Source: an optimization exercise on an open RTL-to-GDS flow (aim: small area). Production flows keep margins and buffers that such runs may drop.

==> flow/design.v (excerpt) <==
module relaymux (
    input  logic        clk,
    input  logic        rst,
    input  logic        tick,
    input  logic [1:0]  btn_raw,
    input  logic        cmd_valid,
    input  logic [31:0] cmd_data,
    input  logic        cmd_last,
    input  logic        cmd_err,
    input  logic        rsp_ready,
    output logic [7:0]  relay_out,
    output logic        cmd_ready,
    output logic        rsp_valid,
    output logic [31:0] rsp_data,
    output logic        rsp_last,
    output logic        busy,
    output logic [1:0]  man_evt,
    output logic        man_evt_stb
);
    logic       quiet;
    logic [1:0] acc;
    logic       take;
    logic [7:0] relay;
    logic       seq;
    logic       rb_wr;
    logic [7:0] rb_val;
    logic        c_cmd_ready;
    logic        c_rsp_valid;
    logic [31:0] c_rsp_data;
    logic        c_rsp_last;
    logic [1:0]  c_man_evt;
    logic        c_man_evt_stb;
    relaymux_debouncer u_deb (
        .clk     (clk),
        .rst     (rst),
        .tick    (tick),
        .btn_raw (btn_raw),
        .take    (take),
        .quiet   (quiet),
        .acc     (acc)
    );
    relaymux_relay_bank u_bank (
        .clk   (clk),
        .rst   (rst),
        .wr    (rb_wr),
        .wdata (rb_val),
        .relay (relay)
    );
    relaymux_ctrl u_ctrl (
        .clk         (clk),
        .rst         (rst),
        .cmd_valid   (cmd_valid),
        .cmd_data    (cmd_data),
        .cmd_last    (cmd_last),
        .cmd_err     (cmd_err),
        .cmd_ready   (c_cmd_ready),
        .rsp_ready   (rsp_ready),
        .rsp_valid   (c_rsp_valid),
        .rsp_data    (c_rsp_data),
        .rsp_last    (c_rsp_last),
        .man_evt     (c_man_evt),
        .man_evt_stb (c_man_evt_stb),
        .quiet       (quiet),
        .acc         (acc),
        .take        (take),
        .tick        (tick),
        .relay       (relay),
        .seq         (seq),
        .rb_wr       (rb_wr),
        .rb_val      (rb_val)
    );
    assign relay_out   = rst ? 8'h00 : relay;
    assign cmd_ready   = rst ? 1'b0  : c_cmd_ready;
    assign rsp_valid   = rst ? 1'b0  : c_rsp_valid;
    assign rsp_data    = rst ? 32'h0 : c_rsp_data;
    assign rsp_last    = rst ? 1'b0  : c_rsp_last;
  ...
clock: 10.0 ns
lec_check: 0
cap_margin: 20
core_margin: 2
core_utilization: 40
place_density: 0.6
slew_margin: 20
standard.sh (not shown) runs the stock make flow with config.mk's settings and CLKGATE_MAP_FILE= SYNTH_SCRIPT=/design/flow/synth_recipe.tcl, a recipe that flattens the netlist after the stock synthesis.
==> flow/flow/run.sh <==
#!/bin/bash
# The standard synthesis, then the standard layout with: the ports
# buffered by the smallest buffer, one tie cell per constant kept as
# synthesis made it, and a clock tree of clkbuf_8 without dummy loads.
# ORFS writes each step's log under orfs/logs; the make output of each part
# goes to its own log here.
set -euo pipefail
bash standard.sh synth > synth.log 2>&1
export BUFFER_PORTS_ARGS="-buffer_cell sky130_fd_sc_hd__buf_1"
export SKIP_REPAIR_TIE_FANOUT=1
export CTS_ARGS="-sink_clustering_enable -repair_clock_nets -buf_list sky130_fd_sc_hd__clkbuf_8 -dont_use_dummy_load"
bash standard.sh finish > layout.log 2>&1
Edit:
--- a/flow/design.v
+++ b/flow/design.v
@@ -125,18 +125,15 @@
     logic        malf, chan_bad, ord_bad, long_bad;
     logic [3:0]  lo, hi;
     logic [2:0]  diff;      
     logic [5:0]  qsum;      
     logic [7:0]  rmask;
     logic [2:0]  rot;
     logic [7:0]  r8;        
-    logic [7:0]  t3;
-    logic [3:0]  a_gt, a_eq;
-    logic [31:0] q_en;
-    logic        q_sh;
+    logic [31:0] ge;        
     logic [2:0]  list_err, num_err, w_err, a_err;
     logic        list_ok, num_ok;
     always_comb begin
         e_kind   = cmd_data[31:30];
         e_from   = cmd_data[15:8];
         e_ch     = cmd_data[7:0];
         e_lo     = e_kind[0] ? e_from : e_ch;
@@ -150,20 +147,15 @@
         ord_bad  = gt4(lo, hi);
         qsum     = cnt + {3'd0, diff} + 6'd1;
         long_bad = (op == 4'h3) && qsum[5] && (qsum[4:0] != 5'd0);
         for (int j = 0; j < 8; j++)
             rmask[j] = !gt4(lo, 4'(j + 1)) && !gt4(4'(j + 1), hi);
         rot = lo[2:0] - 3'd1 - cnt[2:0];
         for (int i = 0; i < 8; i++) r8[i] = relay[3'(i + rot)];
-        for (int b = 0; b < 8; b++) t3[b] = ge_const(b, {2'b00, cnt[2:0]});
-        for (int a = 0; a < 4; a++) begin
-            a_gt[a] = rsp ? q_sh : (2'(a) > cnt[4:3]);
-            a_eq[a] = !rsp && (2'(a) == cnt[4:3]);
-        end
-        for (int p = 0; p < 32; p++) q_en[p] = a_gt[p / 8] || (a_eq[p / 8] && t3[p % 8]);
+        for (int p = 0; p < 32; p++) ge[p] = ge_const(p, cnt[4:0]);
         list_err = malf ? 3'd3 : chan_bad ? 3'd4 : ord_bad ? 3'd6 : long_bad ? 3'd7 : 3'd0;
         num_err  = ph[0] ? 3'd5 : cmd_err ? 3'd3 : 3'd0;
         w_err    = o_list ? list_err : o_num ? num_err : 3'd0;
         a_err    = (err != 3'd0) ? err : w_err;
         list_ok  = err == 3'd0 && o_list && list_err == 3'd0;
         num_ok   = err == 3'd0 && o_num && num_err == 3'd0;
     end
@@ -186,14 +178,16 @@
     logic [3:0]  n_op;
     logic [2:0]  n_err;
     logic [7:0]  n_mask;
     logic [5:0]  n_cnt;
     logic [1:0]  n_ph, n_mev;
     logic        manual, hdr_acc, arg_acc, fin, r_acc;
     logic [3:0]  f_op;
+    logic [7:0]  w_mask;     
+    assign w_mask = o_list ? (mask | rmask) : o_num ? cmd_data[7:0] : mask;
     logic        k_str;
     always_comb begin
         n_args    = args;
         n_rsp     = rsp;
         n_seq     = seq;
         n_op      = op;
         n_err     = err;
@@ -228,40 +222,38 @@
             n_ph[0] = 1'b0;
             n_args  = !cmd_last;
             n_err   = illegal ? 3'd1 : (cmd_last && (d_list || d_num)) ? 3'd2 : 3'd0;
         end
         if (arg_acc) begin
             n_ph[0] = 1'b1;
             n_err   = a_err;
-            if (list_ok) begin
-                n_mask = mask | rmask;
-                if (op == 4'h3) n_cnt = qsum;
-            end
-            if (num_ok) n_mask = cmd_data[7:0];
+            n_mask  = w_mask;
+            if (op == 4'h3) n_cnt = qsum;
             if (cmd_last) n_args = 1'b0;
         end
         if (fin) begin
             if (n_err != 3'd0) begin
                 n_rsp = 1'b1;
                 n_cnt = 6'd0;
                 n_ph  = PH_HDR;
             end else begin
                 case (f_op)
                     4'h1, 4'h2, 4'h4, 4'h6, 4'h7: begin
                         rb_wr = 1'b1;
                         n_seq = 1'b1;
                         n_cnt = SETTLE;
                         n_ph  = {f_op[2] & f_op[1], 1'b0};
-                        case (f_op)
-                            4'h1:    rb_val = relay & ~n_mask;
-                            4'h2:    rb_val = relay | n_mask;
-                            4'h4:    rb_val = 8'h00;
-                            4'h6:    rb_val = relay & n_mask;
-                            default: rb_val = relay | n_mask;
+                        case (op)
+                            4'h1:    rb_val = relay & ~w_mask;
+                            4'h2:    rb_val = relay | w_mask;
+                            4'h6:    rb_val = relay & w_mask;
+                            4'h7:    rb_val = relay | w_mask;
+                            default: rb_val = 8'h00;
                         endcase
+                        if (hdr_acc) rb_val = 8'h00;
                     end
                     4'h3: begin n_rsp = 1'b1; n_ph = PH_HDR; end
                     4'h5: begin
                         n_rsp  = 1'b1;
                         n_ph   = PH_HDR;
                         n_mask = relay;
                         n_cnt  = {1'b0, pc1, relay == 8'h00};
@@ -296,18 +288,25 @@
                 default: n_ph = PH_BODY;
             endcase
             if (ph == PH_BODY && k_str && cnt[0])
                 for (int i = 0; i < 8; i++)
                     n_mask[i] = mask[i] && ((mask & ((8'd1 << i) - 8'd1)) != 8'd0);
         end
     end
-    assign q_sh = rsp && rsp_ready && ph == PH_BODY;
-    always_ff @(posedge clk)
-        for (int p = 0; p < 32; p++)
-            if (q_en[p]) nq[p] <= rsp ? ((p == 31) ? 1'b1 : nq[(p + 1) % 32]) : !r8[p % 8];
+    logic q_sh;
+    assign q_sh = r_acc && ph == PH_BODY;
+    always_ff @(posedge clk) begin
+        for (int p = 0; p < 32; p++) begin
+            if (rsp) begin
+                if (q_sh) nq[p] <= (p == 31) ? 1'b1 : nq[(p + 1) % 32];
+            end else if (ge[p]) begin
+                nq[p] <= !r8[p % 8];
+            end
+        end
+    end
     logic [3:0] r_kind;
     logic [7:0] body;
     always_comb begin
         if (err != 3'd0) r_kind = 4'hF;
         else case (op)
             4'h3:    r_kind = 4'h1;
             4'h5:    r_kind = 4'h3;
Area after synthesis is higher slightly.
Routed wire length is higher by a few percent.
Worst setup slack improved by 0.25 ns.
Design area barely changes.
Non-clock buffer count is lower by 1.
No functional check of the RTL was part of any run of this note.

## afterwards: timing with drivers on the ports
The flow's constraints put no driver on any port. The routed layouts listed below were extracted and timed again, unchanged, in two steps.
Step 1, drivers: a clkbuf_16 drives clk and a buf_2 each remaining input, both assumed.
Step 2 times the ports against the registers' clock, not the clock port: input delays grow and output delays shrink by t, the midpoint of the rising clock arrivals with the driver on.
Slacks: no drivers / after step 1 / after step 2; pairs: no drivers / after step 1.
| run | t (ns) | setup WS [ns] | worst hold slack (ns) | worst data-port slew with drivers (ns) |
|---|---|---|---|---|
| the first run | 0.401 | 3.560 / 3.574 / 3.172 | 0.451 / 0.451 / 0.451 | 0.03 |
| the second run | 0.404 | 3.808 / 3.825 / 3.420 | 0.465 / 0.465 / 0.465 | 0.04 |
After both steps setup and hold are still met in every run listed.
